Source: an optimization exercise on an open RTL-to-GDS flow (aim: small area, a short achievable clock period and few clock cycles). Production flows keep margins and buffers that such runs may drop. Only simulation tests tie the RTL to the original design; equivalence was not proved. Power figures rest on the tool's default switching activity, not on a simulated workload.

==> design/flow/design.v <==
module gmc4_core (
    input  wire       clk,
    input  wire       rst,
    input  wire       cmd_valid,
    output wire       cmd_ready,
    input  wire [2:0] cmd_op,
    input  wire [7:0] cmd_addr,
    input  wire [3:0] cmd_data,
    output reg  [3:0] rdata,
    output reg  [4:0] step_delay,
    output reg  [3:0] reg_a,
    output reg  [3:0] reg_b,
    output reg  [3:0] reg_y,
    output reg  [3:0] reg_z,
    output reg  [6:0] pc,
    output reg        flag,
    output reg  [3:0] display,
    output reg  [6:0] leds,
    output reg  [4:0] sound,
    output wire       halted,
    output wire       waiting
);
    localparam [2:0] CMD_STEP  = 3'd0,
                     CMD_SET   = 3'd1,
                     CMD_GET   = 3'd2,
                     CMD_KEY   = 3'd3,
                     CMD_HALT  = 3'd4,
                     CMD_SOFT  = 3'd5,
                     CMD_HARD  = 3'd6,
                     CMD_START = 3'd7;
    localparam [1:0] ST_RUNNING = 2'd0,
                     ST_HALTED  = 2'd1,
                     ST_WAITING = 2'd2;
    localparam [2:0] S_IDLE = 3'd0,
                     S_OPC  = 3'd1,
                     S_OP1  = 3'd2,
                     S_OP2  = 3'd3,
                     S_EXEC = 3'd4;
    localparam [4:0] SND_NONE  = 5'd0,
                     SND_END   = 5'd1,
                     SND_ERROR = 5'd2,
                     SND_SHORT = 5'd3,
                     SND_LONG  = 5'd4;
    reg  [511:0] mem;           
    reg  [3:0]   sh_a, sh_b, sh_y, sh_z;
    reg  [1:0]   status;
    reg          key_valid;
    reg  [3:0]   key_val;
    reg          runlatch;
    reg  [2:0]   state;
    reg  [6:0]   start_pc;
    reg  [3:0]   ir_op, ir_n1, ir_n2;
    assign cmd_ready = (state == S_IDLE);
    assign halted    = (status == ST_HALTED);
    assign waiting   = (status == ST_WAITING);
    wire accept    = cmd_valid && cmd_ready;
    wire hard_rst  = rst || (accept && cmd_op == CMD_HARD);
    wire [6:0] data_addr = {3'b101, reg_y};    
    reg  [6:0] rd_addr;
    always @(*) begin
        case (state)
            S_IDLE:  rd_addr = cmd_addr[6:0];
            S_EXEC:  rd_addr = data_addr;
            default: rd_addr = pc;
        endcase
    end
    wire [3:0] rd_data  = mem[{rd_addr, 2'b00} +: 4];
    wire [3:0] mem_5e   = mem[4*8'h5E +: 4];
    wire [2:0] mem_5f   = mem[4*8'h5F +: 3];
    wire [3:0] m      = rd_data;                   
    wire [3:0] imm    = ir_n1;
    wire [4:0] sum_am = {1'b0, reg_a} + {1'b0, m};
    wire [4:0] dif_am = {1'b0, reg_a} - {1'b0, m};
    wire [4:0] sum_ai = {1'b0, reg_a} + {1'b0, imm};
    wire [4:0] sum_yi = {1'b0, reg_y} + {1'b0, imm};
    wire [5:0] dem_m    = (m > 4'd9) ? ({2'b00, m} - 6'd6) : {2'b00, m};
    wire [5:0] dem_d    = dem_m - {2'b00, reg_a};
    wire [5:0] dem_sub  = dem_d[5] ? (dem_d + 6'd10) : dem_d;
    wire [5:0] dep_s    = {2'b00, m} + {2'b00, reg_a};
    wire [5:0] dep_add  = (dep_s > 6'd9) ? (dep_s + 6'd6) : dep_s;
    reg        mem_we;
    reg  [6:0] mem_waddr;
    reg  [3:0] mem_wdata;
    always @(*) begin
        mem_we    = 1'b0;
        mem_waddr = data_addr;
        mem_wdata = reg_a;
        if (state == S_IDLE) begin
            if (accept && cmd_op == CMD_SET && !cmd_addr[7]) begin
                mem_we    = 1'b1;
                mem_waddr = cmd_addr[6:0];
                mem_wdata = cmd_data;
            end
        end else if (state == S_EXEC) begin
            if (ir_op == 4'h4) begin
                mem_we    = 1'b1;
                mem_wdata = reg_a;
            end else if (ir_op == 4'hE && ir_n1 == 4'hE) begin
                mem_we    = 1'b1;
                mem_wdata = dem_sub[3:0];
            end else if (ir_op == 4'hE && ir_n1 == 4'hF) begin
                mem_we    = 1'b1;
                mem_wdata = dep_add[3:0];
            end
        end
    end
    genvar gi;
    generate
        for (gi = 0; gi < 128; gi = gi + 1) begin : g_cell
            always @(posedge clk) begin
                if (hard_rst)
                    mem[4*gi +: 4] <= 4'hF;
                else if (mem_we && mem_waddr == gi)
                    mem[4*gi +: 4] <= mem_wdata;
            end
        end
    endgenerate
    always @(posedge clk) begin
        if (hard_rst) begin
            state      <= S_IDLE;
            reg_a      <= 4'd0;
            reg_b      <= 4'd0;
            reg_y      <= 4'd0;
            reg_z      <= 4'd0;
            sh_a       <= 4'd0;
            sh_b       <= 4'd0;
            sh_y       <= 4'd0;
            sh_z       <= 4'd0;
            pc         <= 7'd0;
            flag       <= 1'b1;
            display    <= 4'd0;
            leds       <= 7'd0;
            sound      <= SND_NONE;
            status     <= ST_RUNNING;
            key_valid  <= 1'b0;
            key_val    <= 4'd0;
            runlatch   <= 1'b0;
            start_pc   <= 7'd0;
            ir_op      <= 4'd0;
            ir_n1      <= 4'd0;
            ir_n2      <= 4'd0;
            rdata      <= 4'd0;
            step_delay <= 5'd0;
        end else begin
            case (state)
                S_IDLE: begin
                    if (accept) begin
                        case (cmd_op)
                            CMD_STEP: begin
                                step_delay <= 5'd0;
                                if (status == ST_HALTED) begin
                                end else if (status == ST_WAITING && !key_valid) begin
                                end else begin
                                    state <= S_OPC;
                                end
                            end
                            CMD_GET: rdata <= cmd_addr[7] ? 4'd0 : rd_data;
                            CMD_KEY: begin
                                key_valid <= 1'b1;
                                key_val   <= cmd_data;
                                if (status == ST_WAITING)
                                    status <= ST_RUNNING;
                            end
                            CMD_HALT: status <= ST_HALTED;
                            CMD_SOFT: begin
                                pc     <= 7'd0;
                                status <= ST_RUNNING;
                            end
                            CMD_START: runlatch <= cmd_data[0];
                            default: ;   
                        endcase
                    end
                end
                S_OPC: begin
                    start_pc <= pc;
                    ir_op    <= rd_data;
                    pc       <= pc + 7'd1;
                    state    <= rd_data[3] ? S_OP1 : S_EXEC;
                end
                S_OP1: begin
                    ir_n1 <= rd_data;
                    pc    <= pc + 7'd1;
                    state <= (ir_op == 4'hF) ? S_OP2 : S_EXEC;
                end
                S_OP2: begin
                    ir_n2 <= rd_data;
                    pc    <= pc + 7'd1;
                    state <= S_EXEC;
                end
                S_EXEC: begin
                    state    <= S_IDLE;
                    runlatch <= 1'b0;
                    flag     <= 1'b1;
                    case (ir_op)
                        4'h0: begin   
                            if (key_valid || runlatch) begin
                                reg_a     <= key_valid ? key_val : 4'd0;
                                key_valid <= 1'b0;
                                flag      <= 1'b0;
                                status    <= ST_RUNNING;
                            end else begin
                                status <= ST_WAITING;
                                pc     <= start_pc;
                            end
                        end
                        4'h1: display <= reg_a;                        
                        4'h2: begin                                      
                            reg_a <= reg_b;
                            reg_b <= reg_a;
                            reg_y <= reg_z;
                            reg_z <= reg_y;
                        end
                        4'h3: begin                                      
                            reg_a <= reg_y;
                            reg_y <= reg_a;
                        end
                        4'h4: ;                                          
                        4'h5: reg_a <= m;                                
                        4'h6: begin                                      
                            reg_a <= sum_am[3:0];
                            flag  <= sum_am[4];
                        end
                        4'h7: begin                                      
                            reg_a <= dif_am[3:0];
                            flag  <= dif_am[4];
                        end
                        4'h8: reg_a <= imm;                              
                        4'h9: begin                                      
                            reg_a <= sum_ai[3:0];
                            flag  <= sum_ai[4];
                        end
                        4'hA: reg_y <= imm;                              
                        4'hB: begin                                      
                            reg_y <= sum_yi[3:0];
                            flag  <= sum_yi[4];
                        end
                        4'hC: flag <= (reg_a != imm);                    
                        4'hD: flag <= (reg_y != imm);                    
                        4'hE: begin                                      
                            case (ir_n1)
                                4'h0: display <= 4'd0;                   
                                4'h1: if (reg_y[2:0] != 3'd7)            
                                          leds[reg_y[2:0]] <= 1'b1;
                                4'h2: if (reg_y[2:0] != 3'd7)            
                                          leds[reg_y[2:0]] <= 1'b0;
                                4'h3: ;                                  
                                4'h4: reg_a <= ~reg_a;                   
                                4'h5: begin                              
                                    reg_a <= sh_a;  sh_a <= reg_a;
                                    reg_b <= sh_b;  sh_b <= reg_b;
                                    reg_y <= sh_y;  sh_y <= reg_y;
                                    reg_z <= sh_z;  sh_z <= reg_z;
                                end
                                4'h6: begin                              
                                    reg_a <= {1'b0, reg_a[3:1]};
                                    flag  <= ~reg_a[0];
                                end
                                4'h7: sound <= SND_END;                  
                                4'h8: sound <= SND_ERROR;                
                                4'h9: sound <= SND_SHORT;                
                                4'hA: sound <= SND_LONG;                 
                                4'hB: sound <= (reg_a >= 4'd1 && reg_a <= 4'd14)
                                               ? {1'b1, reg_a} : SND_NONE;   
                                4'hC: step_delay <= {1'b0, reg_a} + 5'd1;    
                                4'hD: leds <= {mem_5f, mem_5e};     
                                4'hE: reg_y <= reg_y - 4'd1;             
                                4'hF: reg_y <= reg_y - 4'd1;             
                            endcase
                        end
                        4'hF: begin                                      
                            if (flag)
                                pc <= {ir_n1[2:0], ir_n2};
                        end
                    endcase
                end
                default: state <= S_IDLE;
            endcase
        end
    end
endmodule
==> design/flow/run.sh <==
#!/bin/bash
# synth_recipe.tcl (not shown) runs the flow's synth.tcl, then flattens the netlist and writes it again
# the make line also repeats each setting of config.mk as NAME=value (left out here)
make -C /OpenROAD-flow-scripts/flow DESIGN_CONFIG=/design/flow/config.mk WORK_HOME=/design/flow/orfs CLKGATE_MAP_FILE= SYNTH_SCRIPT=/design/flow/synth_recipe.tcl finish
==> design/flow/config.mk <==
export PLATFORM = sky130hd
export DESIGN_NAME = gmc4_core
export DESIGN_NICKNAME = gmc4_core
export VERILOG_FILES = /design/flow/design.v
export SDC_FILE = /design/flow/constraint.sdc
export NUM_CORES = 4
export LEC_CHECK = 0
export CAP_MARGIN = 20
export CORE_MARGIN = 2
export CORE_UTILIZATION = 40
export SLEW_MARGIN = 20
==> design/flow/constraint.sdc <==
create_clock -name core_clock -period 12.0 [get_ports {clk}]
set_input_delay 2.4000 -clock core_clock [delete_from_list [all_inputs] [get_ports {clk}]]
set_output_delay 2.4000 -clock core_clock [all_outputs]
set_load 0.01 [all_outputs]
==> metrics.md <==
| Metric | Value |
|---|---|
| Final setup violation count | 0 |
| CTS Buf Count | 68 |
| Yosys warns | 1 |
| DRC | 0 |
| Buf/Inv on CP | 4 |
| Worst Hold Launch | rdata[3] |
| Setup slack at placement | 1.88 ns |
| Outcome | timing/DRC/antenna clean |
| Power density cells | 137 nW/µm² |
| Root buffer cell | clkbuf_16 |
| Max Cap Viol | 0 |
| Final min period | 9.73 ns |
| Reg2reg start | state[1] |
| Worst-path fanout max | 44 |
| Worst Skew | 0.0296 ns |
| # fillers | 7019 |
| Synth area leaders | dfxtp_1 42%, nand2_1 12%, o211ai_1 10%, mux2i_1 7.5%, a21oi_1 2.8% |
| Initial Utilization | 40.3% |
| Routability Congestion | 0.928 |
| FF-to-FF setup slack | 3.65 ns |
| DP HPWL | 60.2 mm |
| Gr ovfl total | 0 |
| FP Rows | 98 |
| Peak supply drop | 0.103 mV |
| Global-route wire length before repair | 144 mm |
| Vias in the first global route | 23600 |
| FF-to-FF path depth | 22 |
| Max stage delay on crit path | 0.67 ns |
| FF-to-FF End | mem[174] |
| Worst path slowest cell | a221o_2 |
| Setup Buffers After CTS | 0 |
| Die height | 272 µm |
| Clk sink count | 607 |
| Hold endpoint | rdata[3] |
| Vias after detailed routing | 25500 |
| IO Pins | 70 |
| Final wirelength | 93.6 mm |
| N_diodes | 0 |
| Pre-antenna DRT Iters | 6 |
| Max-slew violation count | 0 |
| Cell Chain, Critical Path | clkdlybuf4s50_1 -> mux2_2 -> mux2_4 -> mux4_2 -> a22oi_1 -> nand2_1 -> o32ai_1 -> o32a_1 -> inv_1 -> ha_1 -> fa_1 -> xnor2_1 -> ha_1 -> inv_1 -> a21oi_1 -> o21ai_0 -> mux2_2 -> a211oi_1 -> a221o_2 -> buf_4 -> nor2_1 -> o21ai_0 |
| CTS tree | done |
| Drt wl/cell | 21.4 µm |
| Yosys reg bits | 607 |
| Post-synthesis sequential area ratio | 42.4% |
| Core Box Area | 71200 µm² |
| Post-synth EDFFs | 0 |
| H-tree depth | 3 |
| Fin. Hold Viols | 0 |
| Initial DRC count | 2479 |
| Crit path max-delay family | compound AO/OA/AOI/OAI gates |
| Final setup margin | 2.27 ns |
| WHS Path Cells | 2 |
| Clk buf depth | 3 |
| Least-Margin Pin Slew | 1.22 ns |
| Top-area cell type share of the netlist area | 42.4% |
| Layout cells sized above 1 | 8.84% |
| Port Buf Inserts | 69 |
| CTS resizes | 0 |
| Crit Path Class | input pin to register |
| Mapped Cells | 3419 |
| Post-synth top area cell | dfxtp_1 |
| Via density | 5.85 |
| Period utilization | 81.1% |
| Syn nets | 3475 |
| Synthesized area | 28700 µm² |
| Setup TNS Final | 0 ns |
| Synthesis-to-finish area growth | 13.0% |
| Tot Pwr | 4.45 mW |
| Antenna violations before repair | 0 |
| Clock latency (worst-skew pair) | 0.62 ns |
| CP Launch Point | cmd_addr[0] |
| P_leak | 13.7 nW |
| RSZ-0062 raised after global routing | false |
| Type of origin of the critical path | input pin |
| Avg Cell Area, Syn | 8.39 µm² |
| Highest clock rate | 103 MHz |
| Fin nets | 3432 |
| Fraction of registers with async set/reset | 0% |
| Post-CTS Hold Fix Bufs | 0 |
| Largest net degree at the start of global routing | 238 |
| Top_reg_cell synth | dfxtp_1 |
| ANT nets after route | 0 |
| Crit path capture type | register |
| CTS clk-pin slew, worst paths | 0.06 ns |
| Relative slew margins | 18.6% |
| Die area | 73900 µm² |
| Netlist cell types | 81 |
| Min Hold Slack | 0.452 ns |
| WP data required | 12.55 ns |
| Min-Delay Path Class | register to register |
| GRT Total Usage | 24.7% |
| Die W | 272 µm |
| CP arrival | 10.28 ns |
==> per-layer routing <==
| metal | GRT usage, % | wire (µm) |
|---|---|---|
| met1 | 34.0 | 41100 |
| met2 | 38.9 | 42300 |
| met4 | 8.83 | 3260 |
| met3 | 4.30 | 6950 |
| met5 | 0 | 0 |
==> cell families after synthesis <==
logic type | count (synthesis) | share of synthesized area (%)
AOI/OAI and AO/OA | 860 | 20.5
buffers and inverters | 277 | 4.24
xor gates and xnor gates | 19 | 0.580
adders and majority gates | 38 | 1.79
and+or+nand+nor | 1332 | 19.5
muxes | 286 | 11.0
DFF | 607 | 42.4
==> worst min-delay path, cell delays in order (launching register included) <==
cell	delay [ns]
dfxtp_1	0.31
nand2_1	0.05
a21oi_1	0.05
==> Yosys cell counts (all sizes together), types with 5 or more instances <==
library cell	n
a211oi	33
a21o	10
a21oi	162
a221oi	28
a22oi	30
a31oi	13
a32oi	12
and3	11
buf	75
clkbuf	181
dfxtp	607
fa	5
ha	33
inv	21
mux2	55
mux2i	215
mux4	16
nand2	894
nand2b	16
nand3	121
nand4	21
nor2	177
nor2b	19
nor3	26
nor3b	13
nor4	5
o211ai	384
o21a	11
o21ai	101
o221ai	5
o22ai	42
or2	5
or3	7
or4	5
xnor2	9
xor2	10
==> cells in the final DEF (no fill, tap or decap), types with 12 or more instances in the layout <==
master and n:
a32oi_1 12, inv_1 21, clkbuf_16 71, nor2b_1 19
mux4_2 16, clkbuf_8 12, nand4_1 21, buf_4 66
o22ai_1 42, clkbuf_1 13, o211ai_1 384, nor2_1 159
clkdlybuf4s50_1 69, mux2_2 50, nand2_1 892, o21ai_0 96
dfxtp_1 607, nand2b_1 16, ha_1 33, nor3b_1 12
nor3_1 15, nor2_2 17, mux2i_1 213, a21oi_1 160
a211oi_1 33, a221oi_1 26, nand3_1 121, a22oi_1 30
==> through the flow <==
stage	util, %	cells	area, µm²
2_1_floorplan	-	3419	28700
3_3_place_gp	42.4	4255	30200
3_5_place_dp	42.4	4255	30200
4_1_cts	45.5	4366	32400
5_1_grt	45.5	4367	32400
6_report	45.5	4367	32400
==> final cells by class <==
type                    count  area (µm²)  share of cell area (%)
clock buffers              96        1990                    6.14
well taps                 950        1190                    3.67
multi-input cells        2535       15500                    47.7
flip-flops and latches    607       12200                    37.5
inverters                  21        78.8                   0.243
clock inverters            15         183                   0.563
repair buffers            143        1350                    4.18
==> power by group <==
group          internal [mW]  switching [mW]  total [mW]
combinational          0.105           0.245       0.350
sequential              2.02         0.00360        2.02
clock                   1.22           0.856        2.07
total                   3.34            1.10        4.45
==> worst max-delay path by stage <==
stage	to	slack [ns]	cells past startpoint
6_report	mem[174]	2.27	22
5_1_grt	mem[174]	1.86	22
4_1_cts	mem[174]	2.50	22
3_5_place_dp	mem[134]	1.88	22
3_3_place_gp	mem[130]	2.01	22
2_1_floorplan	mem[102]	4.27	27
==> state kept, by name, summed over array words and instances (netlist names), 5 cells and up, named ones only <==
| register | cells |
|---|---|
| mem | 512 |
| pc | 7 |
| sound | 5 |
| start_pc | 7 |
| step_delay | 5 |
Testbench counts, summed over its fixed seeds: cycles 140,950.

[afterwards: timing with drivers on the ports]
Ports are ideal in the flow. The routed layout listed here was re-timed in OpenROAD.
Step 1 assumes that a clkbuf_16 drives the clock port and a buf_2 every other input.
Step 2 adds t to the input delays and takes it off the output delays; t is the mean of the earliest and latest rising clock arrival at the registers after step 1. Input paths then give back, and output paths get back, about the clock's delay inside the block.
Three values: ideal ports, drivers, drivers and shift; two values: the first two.
t, ns: 0.671
slack for setup (ns): 2.270 / 2.302 / 1.631
hold WS [ns]: 0.452 / 0.452 / 0.452
worst slew at a driven data input, ns: 0.07
pins driven straight from the clock port: 1
After both steps setup and hold are still met in this run. For this run, drivers alone change the setup slack by +0.032 ns; drivers and shift together by -0.639 ns.
